From an optimization exercise on the open Yosys and OpenROAD flow, aimed at a short achievable clock period and few clock cycles; shortcuts taken in it are not production practice.
The RTL was checked by simulation tests, not by an equivalence proof against the original design.
Power figures rest on the tool's default switching activity, not on a simulated workload.

`flow/config.mk`:
```
export PLATFORM = sky130hd
export DESIGN_NAME = rafb_top
export DESIGN_NICKNAME = rafb_top
export VERILOG_FILES = /design/flow/design.v
export SDC_FILE = /design/flow/constraint.sdc
export NUM_CORES = 4
export LEC_CHECK = 0
export CAP_MARGIN = 20
export CORE_MARGIN = 2
export CORE_UTILIZATION = 40
export CTS_CLUSTER_DIAMETER = 100
export CTS_CLUSTER_SIZE = 25
export SLEW_MARGIN = 20
export TNS_END_PERCENT = 20
```
`flow/constraint.sdc`:
```
create_clock -name core_clock -period 9.0 [get_ports {clk}]
set_input_delay 1.8000 -clock core_clock [delete_from_list [all_inputs] [get_ports {clk}]]
set_output_delay 1.8000 -clock core_clock [all_outputs]
set_load 0.01 [all_outputs]
```
`flow/design.v`:
```
module rafb_top (
    input  wire        clk,
    input  wire        rst,
    input  wire        cmd_valid,
    output wire        cmd_ready,
    input  wire [31:0] cmd_data,
    output wire        rsp_valid,
    input  wire        rsp_ready,
    output wire [7:0]  rsp_data,
    output wire        frm_valid,
    input  wire        frm_ready,
    output wire [7:0]  frm_data,
    output wire        frm_first,
    output wire [7:0]  frm_pages,
    output wire [7:0]  frm_width,
    output wire [7:0]  pos_x,
    output wire [7:0]  pos_y,
    output wire        dir,
    output wire [3:0]  step,
    output wire        mode,
    output wire        ind_manual,
    output wire        ind_auto,
    output wire        pos_changed,
    output reg         mem_en,
    output reg         mem_we,
    output reg  [9:0]  mem_addr,
    output reg  [7:0]  mem_wdata,
    input  wire [7:0]  mem_rdata
);
    localparam [7:0] OP_SETPX   = 8'h01, OP_GETPX  = 8'h02, OP_FILL    = 8'h03,
                     OP_DRAWSQ  = 8'h04, OP_ERASESQ = 8'h05, OP_DRAWX  = 8'h06,
                     OP_DRAWCH  = 8'h07, OP_DRAWSTR = 8'h08, OP_PRESENT = 8'h09,
                     OP_MVUP    = 8'h10, OP_MVDOWN = 8'h11, OP_MVLEFT  = 8'h12,
                     OP_MVRIGHT = 8'h13, OP_SETMODE = 8'h14, OP_TICK   = 8'h15,
                     OP_RENDER  = 8'h16, OP_CMD    = 8'h20, OP_RDREG   = 8'h30;
    localparam [3:0] S_IDLE = 4'd0,    
                     S_DEC  = 4'd1,    
                     S_DRAW = 4'd2,    
                     S_LD   = 4'd3,    
                     S_FRM  = 4'd4,    
                     S_GET  = 4'd5,    
                     S_RSP  = 4'd6,    
                     S_STR  = 4'd7,    
                     S_LD1  = 4'd8;    
    localparam [1:0] K_SQ = 2'd0, K_CH = 2'd1, K_CX = 2'd2, K_SP = 2'd3;
    function [24:0] glyph_code;
        input [5:0] c;
        begin
            case (c)
            6'd1: glyph_code = 25'h1e294be;
            6'd2: glyph_code = 25'h0aad6bf;
            6'd3: glyph_code = 25'h118c62e;
            6'd4: glyph_code = 25'h0e8c63f;
            6'd5: glyph_code = 25'h11ad6bf;
            6'd6: glyph_code = 25'h01294bf;
            6'd7: glyph_code = 25'h0dac62e;
            6'd8: glyph_code = 25'h1f2109f;
            6'd9: glyph_code = 25'h118fe31;
            6'd10: glyph_code = 25'h017c608;
            6'd11: glyph_code = 25'h008a89f;
            6'd12: glyph_code = 25'h108421f;
            6'd13: glyph_code = 25'h1f1105f;
            6'd14: glyph_code = 25'h1f4105f;
            6'd15: glyph_code = 25'h0e8c62e;
            6'd16: glyph_code = 25'h02294bf;
            6'd17: glyph_code = 25'h164d62e;
            6'd18: glyph_code = 25'h12694bf;
            6'd19: glyph_code = 25'h09ad6b2;
            6'd20: glyph_code = 25'h010fc21;
            6'd21: glyph_code = 25'h0f8420f;
            6'd22: glyph_code = 25'h0744107;
            6'd23: glyph_code = 25'h1f4111f;
            6'd24: glyph_code = 25'h1151151;
            6'd25: glyph_code = 25'h0117041;
            6'd26: glyph_code = 25'h119d731;
            6'd48: glyph_code = 25'h0e9d72e;
            6'd49: glyph_code = 25'h0087e40;
            6'd50: glyph_code = 25'h12ad6b9;
            6'd51: glyph_code = 25'h0aad6b1;
            6'd52: glyph_code = 25'h04f9087;
            6'd53: glyph_code = 25'h09ad6b7;
            6'd54: glyph_code = 25'h08ad6ae;
            6'd55: glyph_code = 25'h0119721;
            6'd56: glyph_code = 25'h0aad6aa;
            6'd57: glyph_code = 25'h0ead6a2;
            default: glyph_code = 25'h0;
            endcase
        end
    endfunction
    function [24:0] glyph_of;
        input [7:0] ch;
        begin
            if (ch[7:5] == 3'b010 || ch[7:5] == 3'b001)
                glyph_of = glyph_code(ch[5:0]);
            else
                glyph_of = 25'h0;
        end
    endfunction
    reg [3:0]  state;
    reg        rdy_r;
    reg [31:0] cmd_r;
    reg        rsp_v_r;
    reg [7:0]  rsp_r;
    reg [2:0]  get_bit;
    reg [7:0]  px_r, py_r, prevx_r, prevy_r;
    reg        dir_r, mode_r, nmode_r, pc_r;
    reg [3:0]  step_r;
    wire [7:0] op = cmd_r[31:24];
    wire [7:0] fa = cmd_r[23:16];
    wire [7:0] fb = cmd_r[15:8];
    wire [7:0] fc = cmd_r[7:0];
    assign cmd_ready   = rdy_r;
    assign rsp_valid   = rsp_v_r;
    assign rsp_data    = rsp_r;
    assign frm_pages   = 8'd8;
    assign frm_width   = 8'd128;
    assign pos_x       = px_r;
    assign pos_y       = py_r;
    assign dir         = dir_r;
    assign step        = step_r;
    assign mode        = mode_r;
    assign ind_manual  = nmode_r;
    assign ind_auto    = mode_r;
    assign pos_changed = pc_r;
    reg        g_act;
    reg        g_sq;           
    reg        g_v;            
    reg [8:0]  g_col;          
    reg        g_cok;          
    reg [7:0]  g_rem;          
    reg        g_lc;           
    reg [3:0]  g_pc;           
    reg [2:0]  g_p0, g_p1;     
    reg        g_pf, g_pl;     
    reg [7:0]  g_mf, g_ml;     
    reg        g_h;            
    reg        g_twoh;         
    reg [3:0]  g_pb;           
    reg [2:0]  g_ys;           
    reg [1:0]  g_kind;
    reg [24:0] g_gl;           
    reg [7:0]  g_clo, g_chi;   
    reg [15:0] g_sd, g_sm;     
    reg        pl_sq, pl_ch, pl_cx;
    reg        pl_v;
    reg [1:0]  pl_kind;
    reg [7:0]  pl_x, pl_y, pl_s;
    reg [24:0] pl_gl;
    reg [7:0]  pl_pat, pl_msk;
    reg        pm_act;
    reg [7:0]  pm_rem;
    reg [2:0]  pm_p1;
    reg [7:0]  pm_mf, pm_ml;
    reg        pm_twoh;
    reg [1:0]  q_n;
    reg [9:0]  q0_a, q1_a;
    reg [7:0]  q0_m, q1_m, q0_d, q1_d;
    reg        q0_ok, q1_ok;
    reg        lv;
    reg [9:0]  la;
    reg [7:0]  lm, ld;
    reg [7:0]  rq;
    reg        p1_fr, p1_first, p1_last, p1_get, p1_k, p1_kv, p1_miss;
    reg        p2_fr, p2_first, p2_last, p2_get, p2_k, p2_kv, p2_miss;
    reg        p3_fr, p3_first, p3_last, p3_get, p3_k, p3_kv, p3_miss;
    reg [9:0]  p1_ma, p2_ma, p3_ma;       
    reg [7:0]  p1_mm, p2_mm, p3_mm;
    reg [7:0]  p1_md, p2_md, p3_md;
    reg        fr_act, fr_all;
    reg [9:0]  fr_a;
    reg [2:0]  fr_out;         
    reg        fz;             
    reg [3:0]  fo_blk, fn_blk;
    reg [2:0]  fo_pg, fn_pg;
    reg        ov, of, ol;
    reg [7:0]  od;
    reg [7:0]  f_d [0:3];
    reg        f_f [0:3];
    reg        f_l [0:3];
    reg [1:0]  f_wp, f_rp;
    reg [2:0]  f_n;
    assign frm_valid = ov;
    assign frm_data  = od;
    assign frm_first = of;
    reg [31:0] w_q0, w_q1;     
    reg        w_wp, w_rp;
    reg [1:0]  w_n;
    reg [6:0]  w_left;         
    reg [7:0]  s_left;         
    reg [1:0]  s_bi;           
    reg [7:0]  s_x;            
    reg [8:0]  s_y;
    reg        s_full;         
    reg        a_v;            
    reg [7:0]  a_ch;
    reg [6:0]  a_x;
    reg [5:0]  a_y;
    reg [1:0]  c_n;            
    reg [24:0] c0_gl, c1_gl;
    reg [6:0]  c0_x, c1_x;
    reg [5:0]  c0_y, c1_y;
    wire [7:0]  g_opm = g_sq ? ((g_pf ? g_mf : 8'hFF) & (g_pl ? g_ml : 8'hFF))
                             : (g_h ? g_sm[15:8] : g_sm[7:0]);
    wire [7:0]  g_opd = g_sq ? {8{g_v}} : (g_h ? g_sd[15:8] : g_sd[7:0]);
    wire [9:0]  g_opa = {g_col[6:0], g_pc[2:0]};
    wire        g_ok  = g_sq || (g_cok && !g_pc[3] && g_opm != 8'd0);
    wire        g_last = g_lc && (g_sq ? g_pl : (!g_twoh || g_h));
    wire        g_step = g_act && (q_n != 2'd2);
    wire        g_free = !g_act || (g_step && g_last);
    wire [24:0] g_gl_n  = g_gl >> 5;
    wire [7:0]  g_clo_n = g_clo << 1;
    wire [7:0]  g_chi_n = g_chi >> 1;
    wire [7:0]  g_pat_n = (g_kind == K_CH) ? {3'd0, g_gl_n[4:0]} : (g_clo_n | g_chi_n);
    wire [7:0]  g_msk_n = (g_kind == K_CH) ? 8'h1F : (g_clo_n | g_chi_n);
    wire [9:0]  g_col_n = g_col + 9'd1;
    wire       ret     = p3_miss;         
    wire [7:0] r_merge = (rq & ~p3_mm) | (p3_md & p3_mm);
    wire       l_full  = (lm == 8'hFF);
    wire       l_go    = lv && !ret;
    wire       l_wr    = l_go && l_full;
    wire       l_rd    = l_go && !l_full;
    wire       l_free  = !lv || l_go;
    wire       q_pop   = (q_n != 2'd0) && l_free;
    wire       g_to_l  = (q_n == 2'd0) && l_free && g_step;
    wire       q_push  = g_step && !g_to_l;
    wire       drained = !g_act && (q_n == 2'd0) && !lv &&
                         !p1_miss && !p2_miss && !p3_miss;
    wire fr_issue = fr_act && !fr_all && (fr_out < 3'd5);
    wire fr_pop   = ov && frm_ready;
    wire fr_adv   = !ov || frm_ready;    
    wire [7:0] fr_byte = p3_k ? {8{p3_kv}} : rq;
    wire fr_new   = fz && (fr_a[9:6] == fn_blk) && (fr_a[2:0] == fn_pg);
    wire fr_old   = fz && (fr_a[9:6] == fo_blk) && (fr_a[2:0] == fo_pg);
    wire fr_k     = fr_new || fr_old;
    wire get_issue = (state == S_DEC) && (op == OP_GETPX) && (fa < 8'd128) && (fb < 8'd64);
    reg [7:0] reg_val;
    always @(*) begin
        case (fc)
            8'd0:  reg_val = px_r;
            8'd1:  reg_val = py_r;
            8'd2:  reg_val = prevx_r;
            8'd3:  reg_val = prevy_r;
            8'd4:  reg_val = {7'd0, dir_r};
            8'd5:  reg_val = {4'd0, step_r};
            8'd6:  reg_val = {7'd0, mode_r};
            8'd7:  reg_val = {5'd0, pc_r, mode_r, ~mode_r};
            8'd8:  reg_val = 8'h80;
            8'd9:  reg_val = 8'h40;
            8'd10: reg_val = 8'h08;
            default: reg_val = 8'h00;
        endcase
    end
    wire       up_ok    = !(py_r < 8'd16);
    wire       down_ok  = !(py_r > 8'd48);
    wire       left_ok  = !(px_r < 8'd16);
    wire       right_ok = !(px_r > 8'd104);
    wire [7:0] iop = cmd_data[31:24];
    wire [7:0] ifc = cmd_data[7:0];
    wire       i_slow = (iop >= OP_SETPX && iop <= OP_PRESENT) || (iop == OP_RDREG) ||
                        (iop == OP_RENDER && pc_r);
    reg        mxp, mxm, myp, mym;      
    reg        ndir, nmode;
    reg  [3:0] nstep;
    always @(*) begin
        mxp = 1'b0; mxm = 1'b0; myp = 1'b0; mym = 1'b0;
        ndir = dir_r; nmode = mode_r; nstep = step_r;
        case (iop)
            OP_MVUP:    mym = up_ok;
            OP_MVDOWN:  myp = down_ok;
            OP_MVLEFT:  mxm = left_ok;
            OP_MVRIGHT: mxp = right_ok;
            OP_SETMODE: nmode = ifc[0];
            OP_TICK: if (mode_r) begin
                if (step_r < 4'd14) begin
                    if (!dir_r) mxp = right_ok;
                    else        mxm = left_ok;
                    nstep = step_r + 4'd1;
                end else begin
                    ndir  = ~dir_r;
                    nstep = 4'd0;
                    myp   = down_ok;
                end
            end
            OP_CMD: begin
                case (ifc)
                8'd0: begin nmode = 1'b0; mym = up_ok;    end
                8'd1: begin nmode = 1'b0; mxm = left_ok;  end
                8'd2: begin nmode = 1'b0; mxp = right_ok; end
                8'd3: begin nmode = 1'b0; myp = down_ok;  end
                8'd4: nmode = 1'b1;
                default: ;
                endcase
            end
            default: ;
        endcase
    end
    wire       ex0 = (px_r == prevx_r);
    wire       exp = (px_r + 8'd8 == prevx_r);
    wire       exm = (px_r - 8'd8 == prevx_r);
    wire       ey0 = (py_r == prevy_r);
    wire       eyp = (py_r + 8'd8 == prevy_r);
    wire       eym = (py_r - 8'd8 == prevy_r);
    wire       n_same = (mxp ? exp : mxm ? exm : ex0) && (myp ? eyp : mym ? eym : ey0);
    wire        d_fill = (op == OP_FILL);
    wire        d_sq   = d_fill || (op == OP_DRAWSQ) || (op == OP_ERASESQ);
    wire [7:0]  d_x    = d_fill ? 8'd0 : fa;
    wire [7:0]  d_y    = d_fill ? 8'd0 : fb;
    wire [7:0]  d_s    = d_fill ? 8'd128 : fc;
    wire [8:0]  p_e    = {1'b0, pl_y} + {1'b0, pl_s} - 9'd1;
    wire [8:0]  p_xr   = 9'd127 - {1'b0, pl_x};
    wire [1:0]  d_kind = (op == OP_DRAWCH) ? K_CH : (op == OP_DRAWX) ? K_CX : K_SP;
    wire [24:0] d_gl   = glyph_of(fc);
    wire [7:0]  d_pat  = (op == OP_DRAWCH) ? {3'd0, d_gl[4:0]} : (op == OP_DRAWX) ? 8'h81 : {7'd0, fc[0]};
    wire [7:0]  d_msk  = (op == OP_DRAWCH) ? 8'h1F : (op == OP_DRAWX) ? 8'h81 : 8'h01;
    wire [31:0] w_head  = w_rp ? w_q1 : w_q0;
    wire [7:0]  s_ch    = w_head[s_bi*8 +: 8];
    wire        s_wrapn = ({1'b0, s_x} + 9'd10 > 9'd128);
    wire [8:0]  s_yn    = s_wrapn ? s_y + 9'd5 : s_y;
    wire        s_wrap0 = ({1'b0, fa} + 9'd5 > 9'd128);
    wire [8:0]  s_y0    = s_wrap0 ? {1'b0, fb} + 9'd5 : {1'b0, fb};
    wire        a_to_q  = a_v && (c_n != 2'd2);
    wire        s_go    = (w_n != 2'd0) && (s_left != 8'd0) && (!a_v || a_to_q);
    wire        s_pop   = s_go && (s_bi == 2'd3 || s_left == 8'd1);
    wire        c_push  = a_to_q;
    wire [24:0] s_gl    = glyph_of(a_ch);
    wire [15:0] c0_sd   = {11'd0, c0_gl[4:0]} << c0_y[2:0];
    wire [15:0] c0_sm   = 16'h001F << c0_y[2:0];
    wire        a_take  = (c_n != 2'd0) && g_free && (state == S_STR);
    wire        w_open  = (state == S_STR) || (state == S_DEC);
    wire        w_take  = rdy_r && cmd_valid && w_open;
    wire [6:0]  d_nw    = fc[7:2] + {5'd0, fc[1:0] != 2'd0};
    integer q;
    always @(posedge clk) begin
        rq <= mem_rdata;
        pl_sq    <= d_sq;
        pl_ch    <= (op == OP_DRAWCH);
        pl_cx    <= (op == OP_DRAWX);
        pl_v     <= (op != OP_ERASESQ) && (!d_fill || fc[0]);
        pl_kind  <= d_kind;
        pl_x     <= d_x;
        pl_y     <= d_y;
        pl_s     <= d_s;
        pl_gl    <= d_gl;
        pl_pat   <= d_pat;
        pl_msk   <= d_msk;
        pm_rem   <= !pl_sq ? (pl_ch ? 8'd4 : pl_cx ? 8'd7 : 8'd0)
                  : ({1'b0, pl_s} - 9'd1 < p_xr) ? pl_s - 8'd1 : p_xr[7:0];
        pm_p1    <= (p_e >= 9'd64) ? 3'd7 : p_e[5:3];
        pm_mf    <= 8'hFF << pl_y[2:0];
        pm_ml    <= (p_e >= 9'd64) ? 8'hFF : (8'hFF >> (3'd7 - p_e[2:0]));
        pm_twoh  <= pl_ch ? (pl_y[2:0] > 3'd3) : pl_cx ? (pl_y[2:0] != 3'd0) : 1'b0;
        pm_act   <= (!pl_sq || pl_s != 8'd0) && (pl_x < 8'd128) && (pl_y < 8'd64);
        if (g_step) begin
            if (g_last) begin
                g_act <= 1'b0;
            end else if (g_sq) begin
                if (g_pl) begin
                    g_col <= g_col_n[8:0];
                    g_rem <= g_rem - 8'd1;
                    g_lc  <= (g_rem == 8'd1);
                    g_pc  <= {1'b0, g_p0};
                    g_pf  <= 1'b1;
                    g_pl  <= (g_p0 == g_p1);
                end else begin
                    g_pc  <= g_pc + 4'd1;
                    g_pf  <= 1'b0;
                    g_pl  <= (g_pc[2:0] + 3'd1 == g_p1);
                end
            end else begin
                if (g_twoh && !g_h) begin
                    g_h  <= 1'b1;
                    g_pc <= g_pc + 4'd1;
                end else begin
                    g_h   <= 1'b0;
                    g_pc  <= g_pb;
                    g_col <= g_col_n[8:0];
                    g_cok <= (g_col_n < 10'd128);
                    g_rem <= g_rem - 8'd1;
                    g_lc  <= (g_rem == 8'd1);
                    g_gl  <= g_gl_n;
                    g_clo <= g_clo_n;
                    g_chi <= g_chi_n;
                    g_sd  <= {8'd0, g_pat_n} << g_ys;
                    g_sm  <= {8'd0, g_msk_n} << g_ys;
                end
            end
        end
        if (state == S_LD) begin
            g_sq    <= pl_sq;
            g_v     <= pl_v;
            g_kind  <= pl_kind;
            g_col   <= {1'b0, pl_x};
            g_cok   <= 1'b1;
            g_rem   <= pm_rem;
            g_lc    <= (pm_rem == 8'd0);
            g_pc    <= {1'b0, pl_y[5:3]};
            g_p0    <= pl_y[5:3];
            g_p1    <= pm_p1;
            g_pf    <= 1'b1;
            g_pl    <= (pl_y[5:3] == pm_p1);
            g_mf    <= pm_mf;
            g_ml    <= pm_ml;
            g_h     <= 1'b0;
            g_twoh  <= pm_twoh;
            g_pb    <= {1'b0, pl_y[5:3]};
            g_ys    <= pl_y[2:0];
            g_gl    <= pl_gl;
            g_clo   <= 8'h01;
            g_chi   <= 8'h80;
            g_sd    <= {8'd0, pl_pat} << pl_y[2:0];
            g_sm    <= {8'd0, pl_msk} << pl_y[2:0];
            g_act   <= pm_act;
        end
        if (a_take) begin
            g_sq    <= 1'b0;
            g_kind  <= K_CH;
            g_col   <= {2'b0, c0_x};
            g_cok   <= 1'b1;
            g_rem   <= 8'd4;
            g_lc    <= 1'b0;
            g_pc    <= {1'b0, c0_y[5:3]};
            g_h     <= 1'b0;
            g_twoh  <= (c0_y[2:0] > 3'd3);
            g_pb    <= {1'b0, c0_y[5:3]};
            g_ys    <= c0_y[2:0];
            g_gl    <= c0_gl;
            g_sd    <= c0_sd;
            g_sm    <= c0_sm;
            g_act   <= 1'b1;
        end
        if (q_pop) begin
            if (q_n == 2'd2) begin
                q0_a <= q1_a; q0_m <= q1_m; q0_d <= q1_d; q0_ok <= q1_ok;
            end
            if (q_push && q_n == 2'd1) begin
                q0_a <= g_opa; q0_m <= g_opm; q0_d <= g_opd; q0_ok <= g_ok;
            end
            if (q_push && q_n == 2'd2) begin
                q1_a <= g_opa; q1_m <= g_opm; q1_d <= g_opd; q1_ok <= g_ok;
            end
        end else if (q_push) begin
            if (q_n == 2'd0) begin
                q0_a <= g_opa; q0_m <= g_opm; q0_d <= g_opd; q0_ok <= g_ok;
            end else begin
                q1_a <= g_opa; q1_m <= g_opm; q1_d <= g_opd; q1_ok <= g_ok;
            end
        end
        q_n <= q_n + {1'b0, q_push} - {1'b0, q_pop};
        if (q_pop) begin
            lv   <= q0_ok;
            la   <= q0_a;
            lm   <= q0_m;
            ld   <= q0_d;
        end else if (g_to_l) begin
            lv   <= g_ok;
            la   <= g_opa;
            lm   <= g_opm;
            ld   <= g_opd;
        end else if (l_free) begin
            lv   <= 1'b0;
        end
        p1_fr    <= 1'b0;
        p1_get   <= 1'b0;
        p1_miss  <= 1'b0;
        p1_k     <= fr_k;
        p1_kv    <= fr_new;
        p1_first <= (fr_a == 10'd0);
        p1_last  <= (fr_a == 10'd1023);
        p1_ma    <= la;
        p1_mm    <= lm;
        p1_md    <= ld;
        mem_addr  <= ret ? p3_ma : (l_wr || l_rd) ? la : fr_issue ? fr_a : {fa[6:0], fb[5:3]};
        mem_wdata <= ret ? r_merge : l_wr ? ld : {8{fr_new}};
        if (ret) begin
            mem_en    <= 1'b1;
            mem_we    <= 1'b1;
        end else if (l_wr) begin
            mem_en    <= 1'b1;
            mem_we    <= 1'b1;
        end else if (l_rd) begin
            mem_en    <= 1'b1;
            mem_we    <= 1'b0;
            p1_miss   <= 1'b1;
        end else if (fr_issue) begin
            mem_en    <= 1'b1;
            mem_we    <= fr_k;
            p1_fr     <= 1'b1;
        end else if (get_issue) begin
            mem_en    <= 1'b1;
            mem_we    <= 1'b0;
            p1_get    <= 1'b1;
        end else begin
            mem_en    <= 1'b0;
            mem_we    <= 1'b0;
        end
        p2_fr    <= p1_fr;
        p2_first <= p1_first;
        p2_last  <= p1_last;
        p2_get   <= p1_get;
        p2_k     <= p1_k;
        p2_kv    <= p1_kv;
        p2_miss  <= p1_miss;
        p2_ma    <= p1_ma;
        p2_mm    <= p1_mm;
        p2_md    <= p1_md;
        p3_fr    <= p2_fr;
        p3_first <= p2_first;
        p3_last  <= p2_last;
        p3_get   <= p2_get;
        p3_k     <= p2_k;
        p3_kv    <= p2_kv;
        p3_miss  <= p2_miss;
        p3_ma    <= p2_ma;
        p3_mm    <= p2_mm;
        p3_md    <= p2_md;
        if (fr_issue) begin
            fr_a <= fr_a + 10'd1;
            if (fr_a == 10'd1023) fr_all <= 1'b1;
        end
        fr_out <= (ov && frm_ready) ? fr_out + {2'd0, fr_issue} - 3'd1
                                    : fr_out + {2'd0, fr_issue};
        if (fr_adv) begin
            if (f_n != 3'd0) begin
                ov <= 1'b1;
                od <= f_d[f_rp];
                of <= f_f[f_rp];
                ol <= f_l[f_rp];
            end else if (p3_fr) begin
                ov <= 1'b1;
                od <= fr_byte;
                of <= p3_first;
                ol <= p3_last;
            end else begin
                ov <= 1'b0;
            end
        end
        if (p3_fr) begin
            f_d[f_wp] <= fr_byte;
            f_f[f_wp] <= p3_first;
            f_l[f_wp] <= p3_last;
        end
        if (p3_fr && (!fr_adv || f_n != 3'd0))
            f_wp <= f_wp + 2'd1;
        if (fr_adv && f_n != 3'd0)
            f_rp <= f_rp + 2'd1;
        f_n <= fr_adv ? ((f_n != 3'd0) ? f_n - 3'd1 + {2'd0, p3_fr} : 3'd0)
                      : f_n + {2'd0, p3_fr};
        if (w_open && rdy_r) begin
            if (w_wp) w_q1 <= cmd_data;
            else      w_q0 <= cmd_data;
        end
        if (w_take) w_wp <= !w_wp;
        if (s_pop)  w_rp <= !w_rp;
        w_n <= w_n + {1'b0, w_take} - {1'b0, s_pop};
        if (s_go) begin
            s_left <= s_left - 8'd1;
            s_bi   <= s_bi + 2'd1;
            if (s_pop) s_bi <= 2'd0;
            a_v <= !s_full;
            if (!s_full) begin
                a_ch   <= s_ch;
                a_x    <= s_x[6:0];
                a_y    <= s_y[5:0];
                s_x    <= s_wrapn ? 8'd0 : s_x + 8'd5;
                s_y    <= s_yn;
                s_full <= s_wrapn && (s_y > 9'd54);
            end
        end else if (a_to_q) begin
            a_v <= 1'b0;
        end
        if (a_take) begin
            if (c_n == 2'd2) begin
                c0_gl <= c1_gl; c0_x <= c1_x; c0_y <= c1_y;
            end
            if (c_push && c_n == 2'd1) begin
                c0_gl <= s_gl; c0_x <= a_x; c0_y <= a_y;
            end
            if (c_push && c_n == 2'd2) begin
                c1_gl <= s_gl; c1_x <= a_x; c1_y <= a_y;
            end
        end else if (c_push) begin
            if (c_n == 2'd0) begin
                c0_gl <= s_gl; c0_x <= a_x; c0_y <= a_y;
            end else begin
                c1_gl <= s_gl; c1_x <= a_x; c1_y <= a_y;
            end
        end
        c_n <= c_n + {1'b0, c_push} - {1'b0, a_take};
        case (state)
        S_IDLE: begin
            cmd_r <= cmd_data;
            if (cmd_valid && i_slow) begin
                rdy_r <= (iop == OP_DRAWSTR) && (ifc != 8'd0);
                state <= S_DEC;
            end else if (cmd_valid) begin
                px_r    <= mxp ? px_r + 8'd8 : mxm ? px_r - 8'd8 : px_r;
                py_r    <= myp ? py_r + 8'd8 : mym ? py_r - 8'd8 : py_r;
                dir_r   <= ndir;
                step_r  <= nstep;
                mode_r  <= nmode;
                nmode_r <= ~nmode;
                pc_r    <= !n_same;
            end
        end
        S_DEC: begin
            state   <= S_IDLE;
            rdy_r   <= 1'b1;
            case (op)
            OP_SETPX, OP_FILL, OP_DRAWSQ, OP_ERASESQ, OP_DRAWX, OP_DRAWCH: begin
                state <= S_LD1; rdy_r <= 1'b0;
            end
            OP_GETPX: begin
                get_bit <= fb[2:0];
                rdy_r   <= 1'b0;
                if (fa < 8'd128 && fb < 8'd64) begin
                    state <= S_GET;
                end else begin
                    rsp_r   <= 8'd0;
                    rsp_v_r <= 1'b1;
                    state   <= S_RSP;
                end
            end
            OP_DRAWSTR: if (fc != 8'd0) begin
                w_left <= w_take ? d_nw - 7'd1 : d_nw;
                rdy_r  <= !w_take || (d_nw != 7'd1);
                s_left <= fc;
                s_bi   <= 2'd0;
                s_x    <= s_wrap0 ? 8'd0 : fa;
                s_y    <= s_y0;
                s_full <= (s_y0 + 9'd5 > 9'd64);
                state  <= S_STR;
            end
            OP_PRESENT: begin
                fr_act <= 1'b1;
                fr_all <= 1'b0;
                fr_a   <= 10'd0;
                fz     <= 1'b0;
                state  <= S_FRM; rdy_r <= 1'b0;
            end
            OP_RENDER: if (pc_r) begin
                fr_act   <= 1'b1;
                fr_all   <= 1'b0;
                fr_a     <= 10'd0;
                fz       <= 1'b1;
                fo_blk   <= prevx_r[6:3];
                fo_pg    <= prevy_r[5:3];
                fn_blk   <= px_r[6:3];
                fn_pg    <= py_r[5:3];
                prevx_r  <= px_r;
                prevy_r  <= py_r;
                pc_r     <= 1'b0;
                state    <= S_FRM; rdy_r <= 1'b0;
            end
            OP_RDREG: begin
                rsp_r   <= reg_val;
                rsp_v_r <= 1'b1;
                state   <= S_RSP; rdy_r <= 1'b0;
            end
            default: ;
            endcase
        end
        S_LD1: state <= S_LD;
        S_LD: state <= S_DRAW;
        S_DRAW: if (drained) begin
            rdy_r <= 1'b1;
            state <= S_IDLE;
        end
        S_FRM: if (fr_pop && ol) begin
            fr_act <= 1'b0;
            rdy_r  <= 1'b1;
            state  <= S_IDLE;
        end
        S_GET: if (p3_get) begin
            rsp_r   <= {7'd0, rq[get_bit]};
            rsp_v_r <= 1'b1;
            state   <= S_RSP;
        end
        S_RSP: if (rsp_ready) begin
            rsp_v_r <= 1'b0;
            rdy_r   <= 1'b1;
            state   <= S_IDLE;
        end
        S_STR: begin
            if (w_take) w_left <= w_left - 7'd1;
            rdy_r <= w_take ? (w_left != 7'd1) && (w_n == 2'd0)
                            : (w_left != 7'd0) && (w_n != 2'd2);
            if (s_left == 8'd0 && !a_v && c_n == 2'd0 && drained) begin
                rdy_r <= 1'b1;
                state <= S_IDLE;
            end
        end
        default: state <= S_IDLE;
        endcase
        if (rst) begin
            state    <= S_IDLE;
            rdy_r    <= 1'b1;
            rsp_v_r  <= 1'b0;
            px_r     <= 8'd8;
            py_r     <= 8'd8;
            prevx_r  <= 8'd8;
            prevy_r  <= 8'd8;
            dir_r    <= 1'b0;
            step_r   <= 4'd0;
            mode_r   <= 1'b0;
            nmode_r  <= 1'b1;
            pc_r     <= 1'b0;
            g_act    <= 1'b0;
            q_n      <= 2'd0;
            lv       <= 1'b0;
            mem_en   <= 1'b0;
            mem_we   <= 1'b0;
            fr_act   <= 1'b0;
            fr_all   <= 1'b0;
            fr_out   <= 3'd0;
            fz       <= 1'b0;
            p1_fr    <= 1'b0;
            p1_get   <= 1'b0;
            p1_miss  <= 1'b0;
            p2_fr    <= 1'b0;
            p2_get   <= 1'b0;
            p2_miss  <= 1'b0;
            p3_fr    <= 1'b0;
            p3_get   <= 1'b0;
            p3_miss  <= 1'b0;
            ov       <= 1'b0;
            f_wp     <= 2'd0;
            f_rp     <= 2'd0;
            f_n      <= 3'd0;
            w_wp     <= 1'b0;
            w_rp     <= 1'b0;
            w_n      <= 2'd0;
            w_left   <= 7'd0;
            s_left   <= 8'd0;
            c_n      <= 2'd0;
            a_v      <= 1'b0;
        end
    end
endmodule
```
`flow/flow/run.sh`:
```
#!/bin/bash
set -euo pipefail
export SETUP_SLACK_MARGIN=6.4
export BUFFER_PORTS_ARGS="-buffer_cell sky130_fd_sc_hd__buf_4"
bash standard.sh > standard.log 2>&1
```
`flow/standard.sh`:
```
#!/bin/bash
# synth_recipe.tcl (not shown) runs the flow's synth.tcl, then flattens the netlist and writes it again
# the make line also repeats each setting of config.mk as NAME=value (left out here)
make -C /OpenROAD-flow-scripts/flow DESIGN_CONFIG=/design/flow/config.mk WORK_HOME=/design/flow/orfs CLKGATE_MAP_FILE= SYNTH_SCRIPT=/design/flow/synth_recipe.tcl "${@:-finish}"
```
==> flow_summary.json, run 1 <==
{
  "ff2ff_setup_slack_ps": 5910,
  "seq_area_um2": 20980,
  "synth_commonest_cells": "edfxtp_1, nand2_1, dfxtp_1",
  "synth_warnings": 1,
  "die_w_um": 309.0,
  "combPwrFrac_pct": 14.6,
  "ys_types": 101,
  "whs_ps": 326.5,
  "ys_ff_latch": 826,
  "crit_path_end_kind": "flip-flop",
  "antenna_found_initial": 4,
  "ys_seq_area_share_pct": 56.12,
  "use_met1_pct": 29.62,
  "ys_top_cells_by_area": "edfxtp_1, dfxtp_1, nand2_1",
  "final_antenna_net_count": 0,
  "multi_input_area_um2": 16480,
  "min_period_over_period_pct": 38.04,
  "clock-skew-final_ps": 55.94,
  "grt_use_met2_pct": 32.10,
  "clockBufferDepth": 3,
  "diodes": 0,
  "rows": 111,
  "critical_path_class": "input port to flip-flop",
  "p_int_uw": 5845,
  "start_util_pct": 40.47,
  "place_inst": 4682,
  "fin_setup_tns_ps": 0,
  "vias": 27320,
  "ir_drop_mv": 0.1567,
  "layout_setup_ws_ps": 5577,
  "slew_violations": 0,
  "hold_depth": 0,
  "grt_setup_unrepaired": "true",
  "firstDrtPassIters": 6,
  "min_from": "p2_mm[4]",
  "post-synth-top-area-fraction_pct": 35.03,
  "worstMarginPinSlew_ps": 1175,
  "max_cap_violations": 0,
  "clk_pin_slew_ps": 100,
  "drt_drc_violations_left": 0,
  "pwr_density_cell_nw_per_um2": 179.4,
  "crit_arrival_ps": 3930,
  "start_kind": "input port",
  "vias_per_cell": 5.500,
  "dp_slack_ps": 4407,
  "port_buffers": 103,
  "syn_to_final_growth_pct": 19.02,
  "cts.sinks": 826,
  "r2r.worst_path.cells": 12,
  "drt-total-wl_mm": 101.4,
  "power.sequential.fraction_pct": 58.9,
  "drive_above_1_share_pct": 21.54,
  "grt_pass1_vias": 25300,
  "setup_viol_count_final": 0,
  "slew-limit-headroom_pct": 20.96,
  "die_h_um": 309.0,
  "avgSynthCellArea_um2": 10.62,
  "hp-class": "flip-flop to flip-flop",
  "hpwl_mm": 65.79,
  "core_um2": 91940,
  "synthCells": 3504,
  "r2r-start": "s_bi[0]",
  "hold_viol": 0,
  "first_iter_violations": 2907,
  "ioPinCount": 126,
  "top_usage_layer": "met2",
  "grt_pass1_wl_mm": 152.4,
  "holdPathEnd": "p3_mm[4]",
  "met3_usage_pct": 2.631,
  "finalNetCount": 3827,
  "power.share.clock_pct": 26.5,
  "layout.cells.non_filler": 4966,
  "grt_use_total_pct": 20.34,
  "synth_edf_count": 434,
  "leakagePower_uw": 0.01625,
  "p_switching_uw": 2098,
  "gp_congestion": 0.8867,
  "max_freq_mhz": 292.1,
  "htree_levels": 2,
  "crit_fanout": 6,
  "postCtsHoldBufs": 0,
  "async_flop_share_pct": 0,
  "finalCriticalPeriod_ps": 3423,
  "root_buffer": "clkbuf_16",
  "cts_tree": "done",
  "crit_required_ps": 9510,
  "p_sw_share_pct": 26.42,
  "grt_max_degree": 87,
  "numCtsBuffers": 40,
  "synth_top_flop_cell": "edfxtp_1",
  "status": "no timing/DRC/antenna violations",
  "overflow": 0,
  "clk-insertion-delay-late_ps": 630,
  "die_area_um2": 95470,
  "synth_area_um2": 37210,
  "synth_most_common_cell": "edfxtp_1",
  "fill_cells": 8351,
  "p_total_uw": 7944,
  "synth_largest_area_cell": "edfxtp_1",
  "wl_per_cell_um": 20.41
}
[worst max path at each step]
stage | start | endpoint | slack (ps)
floorplan | cmd_data[30] | pc_r | 5170
finish | cmd_data[27] | pc_r | 5580
global placement | cmd_data[3] | pc_r | 4120
detailed placement | cmd_data[1] | flip-flop | 4410
global route | cmd_data[27] | pc_r | 5550
CTS | cmd_data[29] | pc_r | 5690
[what timing repair did]
action,CTS,global route
setup buffers,113,78
pin swaps,90,60
endpoints found under the setup margin,659,422
cloned,17,1
gates resized for setup,361,169
[worst max-delay path, cell delays in order]
cell and delay, ps:
buf_12 110, or3b_4 450, or4_4 450, a31oi_4 270, buf_6 140, a2111oi_4 50, a211oi_1 240, nand3_1 100
o41a_1 300
[layer usage]
metal  part of all wire [%]  up-vias
li1                       -    12930
met1                     46    13210
met2                     46      989
met3                    6.3      186
met4                    2.6        0
met5                      0        -
[cell type report]
class	instances	area share, %
Timing Repair inverter	4	0.07629
Multi-Input combinational cell	2352	37.21
Sequential cell	826	47.39
Clock buffer	66	2.529
Timing Repair Buffer	350	7.857
Inverter	117	1.195
Tap cell	1243	3.512
Clock inverter	8	0.2317
[stage by stage]
step | area [um^2] | utilization, %
2_1_floorplan | 37390 | -
3_3_place_gp | 38970 | 42.38
3_5_place_dp | 39050 | 42.48
4_1_cts | 42910 | 46.67
5_1_grt | 44280 | 48.17
6_report | 44280 | 48.17
[registers in the layout, indices dropped and copies added (netlist names), 12 cells and up, named ones only]
register	cells
cmd_r	32
f_d	32
w_q0	32
w_q1	32
c0_gl	25
c1_gl	25
g_gl	20
pl_gl	20
g_sd	15
g_sm	12
[kinds of logic (layout without fill, tap and decap cells)]
family | after synthesis | in the layout | synth area share [%]
muxes | 169 | 170 | 5.915
other | 2 | 22 | 0.02018
adders and majority gates | 91 | 91 | 3.100
and+or+nand+nor | 1176 | 1176 | 15.15
AOI/OAI and AO/OA | 768 | 769 | 12.75
xor gates and xnor gates | 124 | 124 | 2.919
buffers and inverters | 348 | 545 | 4.029
DFF | 826 | 826 | 56.12
[cell usage in the layout (no fill, tap or decap), drive strengths merged, types with 28 or more instances in the layout]
| cell | instances |
|---|---|
| nand2 | 418 |
| inv | 119 |
| o21ai | 235 |
| ha | 89 |
| nor4 | 31 |
| nor3 | 78 |
| a21oi | 216 |
| and2 | 92 |
| nand4 | 28 |
| mux4 | 31 |
| xnor2 | 69 |
| nand3 | 75 |
| nor2 | 274 |
| clkbuf | 68 |
| a211oi | 33 |
| nand2b | 42 |
| mux2 | 74 |
| nor2b | 33 |
| edfxtp | 434 |
| xor2 | 55 |
| dfxtp | 392 |
| a31oi | 63 |
| mux2i | 65 |
| buf | 340 |
[power groups by stage]
stage,registers (uW),logic [uW],clock network (uW)
6_report,4680,1160,2110
5_1_grt,4730,1280,2290
4_1_cts,4690,1120,2170
3_5_place_dp,4780,1030,0
3_3_place_gp,4760,1010,0
2_1_floorplan,4680,722,0
Testbench counts, summed over its fixed seeds: cycles 281,980.
==> inputs of run 2 (changes only) <==
--- a/flow/design.v
+++ b/flow/design.v
@@ -161,2 +161,8 @@
     reg [7:0]  lm, ld;
+    reg [2:0]  rc_pg;
+    reg [127:0] rc_v;
+    reg [7:0]  rc_d [0:127];
+    reg        lhit;
+    reg [7:0]  lcd;
+    reg [9:0]  fr_ra;          
     reg [7:0]  rq;
@@ -189,2 +195,3 @@
     reg [7:0]  s_left;         
+    reg        s_one, s_none;  
     reg [1:0]  s_bi;           
@@ -217,6 +224,7 @@
     wire [7:0] r_merge = (rq & ~p3_mm) | (p3_md & p3_mm);
+    wire [7:0] l_merge = (lcd & ~lm) | (ld & lm);
     wire       l_full  = (lm == 8'hFF);
     wire       l_go    = lv && !ret;
-    wire       l_wr    = l_go && l_full;
-    wire       l_rd    = l_go && !l_full;
+    wire       l_wr    = l_go && (lhit ? (l_merge != lcd) : l_full);
+    wire       l_rd    = l_go && !lhit && !l_full;
     wire       l_free  = !lv || l_go;
@@ -235,2 +243,27 @@
     wire get_issue = (state == S_DEC) && (op == OP_GETPX) && (fa < 8'd128) && (fb < 8'd64);
+    reg        cw_en;
+    reg [6:0]  cw_col;
+    reg [7:0]  cw_dat;
+    always @(*) begin
+        cw_en  = 1'b0;
+        cw_col = p3_ma[9:3];
+        cw_dat = r_merge;
+        if (ret) begin
+            cw_en  = (p3_ma[2:0] == rc_pg);
+        end else if (l_go && (lhit || l_full)) begin
+            cw_en  = lhit || (la[2:0] == rc_pg);
+            cw_col = la[9:3];
+            cw_dat = l_merge;
+        end else if (p3_fr) begin
+            cw_en  = (fr_ra[2:0] == rc_pg);
+            cw_col = fr_ra[9:3];
+            cw_dat = fr_byte;
+        end
+    end
+    wire [6:0] lk_qc   = q0_a[9:3];
+    wire [6:0] lk_gc   = g_opa[9:3];
+    wire       lk_qh   = (q0_a[2:0] == rc_pg) && ((cw_en && cw_col == lk_qc) || rc_v[lk_qc]);
+    wire       lk_gh   = (g_opa[2:0] == rc_pg) && ((cw_en && cw_col == lk_gc) || rc_v[lk_gc]);
+    wire [7:0] lk_qd   = (cw_en && cw_col == lk_qc) ? cw_dat : rc_d[lk_qc];
+    wire [7:0] lk_gd   = (cw_en && cw_col == lk_gc) ? cw_dat : rc_d[lk_gc];
     reg [7:0] reg_val;
@@ -256,6 +289,2 @@
     wire       right_ok = !(px_r > 8'd104);
-    wire [7:0] iop = cmd_data[31:24];
-    wire [7:0] ifc = cmd_data[7:0];
-    wire       i_slow = (iop >= OP_SETPX && iop <= OP_PRESENT) || (iop == OP_RDREG) ||
-                        (iop == OP_RENDER && pc_r);
     reg        mxp, mxm, myp, mym;      
@@ -266,3 +295,3 @@
         ndir = dir_r; nmode = mode_r; nstep = step_r;
-        case (iop)
+        case (op)
             OP_MVUP:    mym = up_ok;
@@ -271,3 +300,3 @@
             OP_MVRIGHT: mxp = right_ok;
-            OP_SETMODE: nmode = ifc[0];
+            OP_SETMODE: nmode = fc[0];
             OP_TICK: if (mode_r) begin
@@ -284,3 +313,3 @@
             OP_CMD: begin
-                case (ifc)
+                case (fc)
                 8'd0: begin nmode = 1'b0; mym = up_ok;    end
@@ -296,8 +325,5 @@
     end
-    wire       ex0 = (px_r == prevx_r);
-    wire       exp = (px_r + 8'd8 == prevx_r);
-    wire       exm = (px_r - 8'd8 == prevx_r);
-    wire       ey0 = (py_r == prevy_r);
-    wire       eyp = (py_r + 8'd8 == prevy_r);
-    wire       eym = (py_r - 8'd8 == prevy_r);
+    wire [7:0] nx = mxp ? px_r + 8'd8 : mxm ? px_r - 8'd8 : px_r;
+    wire [7:0] ny = myp ? py_r + 8'd8 : mym ? py_r - 8'd8 : py_r;
+    reg        ex0, exp, exm, ey0, eyp, eym;
     wire       n_same = (mxp ? exp : mxm ? exm : ex0) && (myp ? eyp : mym ? eym : ey0);
@@ -321,4 +347,4 @@
     wire        a_to_q  = a_v && (c_n != 2'd2);
-    wire        s_go    = (w_n != 2'd0) && (s_left != 8'd0) && (!a_v || a_to_q);
-    wire        s_pop   = s_go && (s_bi == 2'd3 || s_left == 8'd1);
+    wire        s_go    = (w_n != 2'd0) && !s_none && (!a_v || a_to_q);
+    wire        s_pop   = s_go && (s_bi == 2'd3 || s_one);
     wire        c_push  = a_to_q;
@@ -328,8 +354,11 @@
     wire        a_take  = (c_n != 2'd0) && g_free && (state == S_STR);
-    wire        w_open  = (state == S_STR) || (state == S_DEC);
-    wire        w_take  = rdy_r && cmd_valid && w_open;
-    wire [6:0]  d_nw    = fc[7:2] + {5'd0, fc[1:0] != 2'd0};
-    integer q;
+    wire        w_take  = rdy_r && cmd_valid && (state == S_STR);
     always @(posedge clk) begin
         rq <= mem_rdata;
+        ex0 <= (px_r == prevx_r);
+        exp <= (px_r + 8'd8 == prevx_r);
+        exm <= (px_r - 8'd8 == prevx_r);
+        ey0 <= (py_r == prevy_r);
+        eyp <= (py_r + 8'd8 == prevy_r);
+        eym <= (py_r - 8'd8 == prevy_r);
         pl_sq    <= d_sq;
@@ -453,2 +482,4 @@
             ld   <= q0_d;
+            lhit <= lk_qh;
+            lcd  <= lk_qd;
         end else if (g_to_l) begin
@@ -458,2 +489,4 @@
             ld   <= g_opd;
+            lhit <= lk_gh;
+            lcd  <= lk_gd;
         end else if (l_free) begin
@@ -472,3 +505,3 @@
         mem_addr  <= ret ? p3_ma : (l_wr || l_rd) ? la : fr_issue ? fr_a : {fa[6:0], fb[5:3]};
-        mem_wdata <= ret ? r_merge : l_wr ? ld : {8{fr_new}};
+        mem_wdata <= ret ? r_merge : l_wr ? l_merge : {8{fr_new}};
         if (ret) begin
@@ -515,2 +548,7 @@
         p3_md    <= p2_md;
+        if (cw_en) begin
+            rc_d[cw_col] <= cw_dat;
+            rc_v[cw_col] <= 1'b1;
+        end
+        if (p3_fr) fr_ra <= fr_ra + 10'd1;
         if (fr_issue) begin
@@ -547,3 +585,3 @@
                       : f_n + {2'd0, p3_fr};
-        if (w_open && rdy_r) begin
+        if (state == S_STR && rdy_r) begin
             if (w_wp) w_q1 <= cmd_data;
@@ -556,2 +594,4 @@
             s_left <= s_left - 8'd1;
+            s_one  <= (s_left == 8'd2);
+            s_none <= s_one;
             s_bi   <= s_bi + 2'd1;
@@ -591,13 +631,5 @@
             cmd_r <= cmd_data;
-            if (cmd_valid && i_slow) begin
-                rdy_r <= (iop == OP_DRAWSTR) && (ifc != 8'd0);
+            if (cmd_valid) begin
+                rdy_r <= 1'b0;
                 state <= S_DEC;
-            end else if (cmd_valid) begin
-                px_r    <= mxp ? px_r + 8'd8 : mxm ? px_r - 8'd8 : px_r;
-                py_r    <= myp ? py_r + 8'd8 : mym ? py_r - 8'd8 : py_r;
-                dir_r   <= ndir;
-                step_r  <= nstep;
-                mode_r  <= nmode;
-                nmode_r <= ~nmode;
-                pc_r    <= !n_same;
             end
@@ -605,2 +637,9 @@
         S_DEC: begin
+            px_r    <= nx;
+            py_r    <= ny;
+            dir_r   <= ndir;
+            step_r  <= nstep;
+            mode_r  <= nmode;
+            nmode_r <= ~nmode;
+            pc_r    <= !n_same;
             state   <= S_IDLE;
@@ -623,5 +662,10 @@
             OP_DRAWSTR: if (fc != 8'd0) begin
-                w_left <= w_take ? d_nw - 7'd1 : d_nw;
-                rdy_r  <= !w_take || (d_nw != 7'd1);
+                if (s_y0[5:3] != rc_pg) begin
+                    rc_pg <= s_y0[5:3];
+                    rc_v  <= 128'd0;
+                end
+                w_left <= fc[7:2] + {5'd0, fc[1:0] != 2'd0};
                 s_left <= fc;
+                s_one  <= (fc == 8'd1);
+                s_none <= 1'b0;
                 s_bi   <= 2'd0;
@@ -636,2 +680,3 @@
                 fr_a   <= 10'd0;
+                fr_ra  <= 10'd0;
                 fz     <= 1'b0;
@@ -643,2 +688,3 @@
                 fr_a     <= 10'd0;
+                fr_ra    <= 10'd0;
                 fz       <= 1'b1;
@@ -686,3 +732,3 @@
                             : (w_left != 7'd0) && (w_n != 2'd2);
-            if (s_left == 8'd0 && !a_v && c_n == 2'd0 && drained) begin
+            if (s_none && !a_v && c_n == 2'd0 && drained) begin
                 rdy_r <= 1'b1;
@@ -733,4 +779,8 @@
             s_left   <= 8'd0;
+            s_none   <= 1'b1;
+            s_one    <= 1'b0;
             c_n      <= 2'd0;
             a_v      <= 1'b0;
+            rc_v     <= 128'd0;
+            rc_pg    <= 3'd0;
         end
==> run 2 against run 1 <==
  * Still clean on timing, DRC and antenna
  * Worst setup slack better by 54 ps
  * Non-clock buffer count is 405 higher
  * Power grew to 3.4 times the previous value
  * Sequential share of layout area is 2.3 points higher
  * Via count is 140% higher
  * Critical path depth stayed put
  * Flip-flop and latch count is 1196 higher
  * Die area is 150% higher
  * Clock power is 140% higher
  * Register-to-register slack worse by 280 ps
  * Fmax is 1.6% higher
  * Critical endpoint is now lcd[0]
  * Largest power group unchanged
  * Highest routed layer unchanged
==> flow_summary.json, run 2 <==
{
  "post-synth-top-area-fraction_pct": 47.13,
  "synth_warnings": 1,
  "status": "no timing/DRC/antenna violations",
  "cts_tree": "done",
  "grt_use_total_pct": 24.22,
  "hpwl_mm": 188.8,
  "firstDrtPassIters": 6,
  "synth_mux_area_share_pct": 17.82,
  "fin_setup_tns_ps": 0,
  "synthAdderAreaFrac_pct": 1.261,
  "die_area_um2": 237500,
  "first_iter_violations": 7755,
  "crit_arrival_ps": 3960,
  "vias_per_cell": 6.227,
  "clk_pin_slew_ps": 100,
  "synth-compound-area-share_pct": 8.704,
  "slew-limit-headroom_pct": 27.10,
  "finalNetCount": 7463,
  "ioPinCount": 126,
  "synth-simple-area-share_pct": 8.795,
  "crit_required_ps": 9590,
  "drive_above_1_share_pct": 30.82,
  "pwr_density_cell_nw_per_um2": 242.3,
  "synth_most_common_cell": "edfxtp_1",
  "die_h_um": 487.4,
  "fill_cells": 19910,
  "rows": 177,
  "setup_viol_count_final": 0,
  "synth_xor_xnor_area_share_pct": 1.584,
  "synth_commonest_cells": "edfxtp_1, nand2_1, mux4_2",
  "drt_drc_violations_left": 0,
  "ir_drop_mv": 0.2358,
  "async_flop_share_pct": 0,
  "whs_ps": 332.6,
  "clockBufferDepth": 3,
  "layout_common_cells": "edfxtp_1, nand2_1, mux4_2",
  "avgSynthCellArea_um2": 13.52,
  "grt_max_degree": 130,
  "seq_area_um2": 55320,
  "ys_ff_latch": 2022,
  "min_period_over_period_pct": 37.44,
  "largest-register": "rc_d",
  "clk-insertion-delay-late_ps": 840,
  "ys_top_cells_by_area": "edfxtp_1, mux4_2, dfxtp_1",
  "start_util_pct": 40.19,
  "slew_violations": 0,
  "port_buffers": 103,
  "max_cap_violations": 0,
  "synthCells": 6912,
  "max_freq_mhz": 296.8,
  "multi_input_area_um2": 40220,
  "syn_to_final_growth_pct": 19.12,
  "hold_viol": 0,
  "crit_path_end_kind": "flip-flop",
  "grt_pass1_wl_mm": 426.2,
  "worstMarginPinSlew_ps": 1082,
  "final_util_pct": 47.88,
  "overflow": 0,
  "grt_setup_unrepaired": "true",
  "synth_area_um2": 93460,
  "vias": 64970,
  "ys_types": 103,
  "clock-skew-final_ps": 78.24,
  "die_w_um": 487.4,
  "core_um2": 232500,
  "crit_fanout": 45,
  "final_antenna_net_count": 0,
  "gp_congestion": 0.9449,
  "root_buffer": "clkbuf_16",
  "leakagePower_uw": 0.03762,
  "htree_levels": 3,
  "synth_top_family_by_area": "multiplexers",
  "grt_pass1_vias": 61720,
  "top_regs": "rc_d: 1024 flops, rc_v: 128 flops",
  "synth_largest_area_cell": "edfxtp_1",
  "synth_edf_count": 1467,
  "numCtsBuffers": 94,
  "start_kind": "flip-flop",
  "ys_seq_area_share_pct": 59.02,
  "hp-class": "flip-flop to flip-flop",
  "layout_commonest_cell": "edfxtp_1",
  "finalCriticalPeriod_ps": 3370,
  "synth_top_flop_cell": "edfxtp_1",
  "cts.sinks": 2022,
  "antenna_found_initial": 4,
  "critical_path_class": "flip-flop to flip-flop",
  "drt-total-wl_mm": 306.4,
  "wl_per_cell_um": 29.37,
  "largest_register_ffs": 1024
}
-- run 2: changes by cell type in the layout (fill, tap and decap cells not counted), sizes merged, moves of 163 or more --
cell    previous run  this run
buf              340       725
dfxtp            392       555
edfxtp           434      1467
mux2i             65       234
mux4              31       588
nand2            418       729
nor2             274       483
o21ai            235       398
-- run 2: worst max-delay path: stages (launching register included) --
cell	delay [ps]
dfxtp_4	380
buf_16	290
and2_4	260
buf_4	260
a22oi_1	190
a22oi_1	220
o211ai_1	340
o311a_1	530
o311a_1	370
a221o_1	280
-- run 2: path summary, 6_finish.rpt --
kind | startpoint | end | slack [ps] | cells after the start
max | flip-flop | lcd[0] | 5630 | 9
min | p2_first | p3_first | 330 | 0
max reg2reg | flip-flop | lcd[0] | 5630 | 9
min reg2reg | p2_first | p3_first | 330 | 0
-- run 2: repair_timing --
| action | in CTS | in global routing |
|---|---|---|
| endpoints found under the setup margin | 2613 | 2527 |
| gates cloned | 25 | 33 |
| gates resized for setup | 866 | 552 |
| hold buffers | 0 | 0 |
| buffers inserted | 267 | 216 |
| pin swaps | 155 | 159 |
-- run 2: kinds of logic after synthesis --
family                     count (synthesis)
other                                      2
AOI/OAI and AO/OA                       1267
buffers and inverters                    636
xor gates and xnor gates                 169
and+or+nand+nor                         1807
adders and majority gates                 93
DFF                                     2022
muxes                                    916
-- run 2: area by class of cell --
cell class | instances | share of cell area [%]
well taps | 3043 | 3.420
clock buffers | 140 | 2.306
flip-flops and latches | 2022 | 49.69
clock inverters | 19 | 0.2517
repair inverters | 2 | 0.01573
diodes | 2 | 0.004495
inverters | 158 | 0.6226
multi-input cells | 4292 | 36.13
repair buffers | 755 | 7.564
-- run 2: report_power, final --
part	switching [uW]	internal [uW]	leakage, uW
Sequential	549	11500	0.0179
Combinational	6240	3580	0.0184
Clock	3060	2060	0.00137
-- run 2: per-stage QoR --
step	setup WS, ps	cell area, um^2	total power, uW	instances
after floorplan	3593	93850	16500	6932
after global placement	3797	97440	19400	9727
after detailed placement	3594	97490	19480	9730
after CTS	5659	106900	25960	10180
after global routing	5602	111300	27670	10430
final	5630	111300	26980	10430
-- run 2: per-layer routing --
| layer | vias to the layer above | track usage, % | wire (um) |
|---|---|---|---|
| li1 | 27460 | - | - |
| met4 | 0 | 12.67 | 18810 |
| met2 | 3604 | 39.47 | 146700 |
| met5 | - | 0 | 0 |
| met3 | 763 | 3.646 | 26200 |
| met1 | 33140 | 31.34 | 114700 |
Testbench counts of run 2, summed over its fixed seeds: cycles 258,399.

separate check: timing with driven ports:
Ports are ideal in the flow. The routed layouts listed here were re-timed in OpenROAD.
Step 1 (the two cells are an assumption about what drives the block):
set clk [get_ports {clk}]
set_driving_cell -lib_cell sky130_fd_sc_hd__clkbuf_16 $clk
set_driving_cell -lib_cell sky130_fd_sc_hd__buf_2 [delete_from_list [all_inputs] $clk]
Step 2 adds t to the input delays and takes it off the output delays; t is the mean of the earliest and latest rising clock arrival at the registers after step 1. Input paths then give back, and output paths get back, about the clock's delay inside the block.
Three values: no drivers, after step 1, after step 2; two values: the first two.
run | t (ns) | slack for setup (ns) | hold WS [ns] | slew at the worst register clock pin (ns)
run 1 | 0.660 | 5.577 / 5.584 / 4.923 | 0.326 / 0.326 / 0.326 | 0.11 / 0.11
run 2 | 0.887 | 5.630 / 5.627 / 5.376 | 0.333 / 0.333 / 0.333 | 0.11 / 0.11
After both steps every run listed still meets setup and hold. For run 1, which loses most, drivers alone change the setup slack by +0.007 ns; drivers and shift together by -0.654 ns.
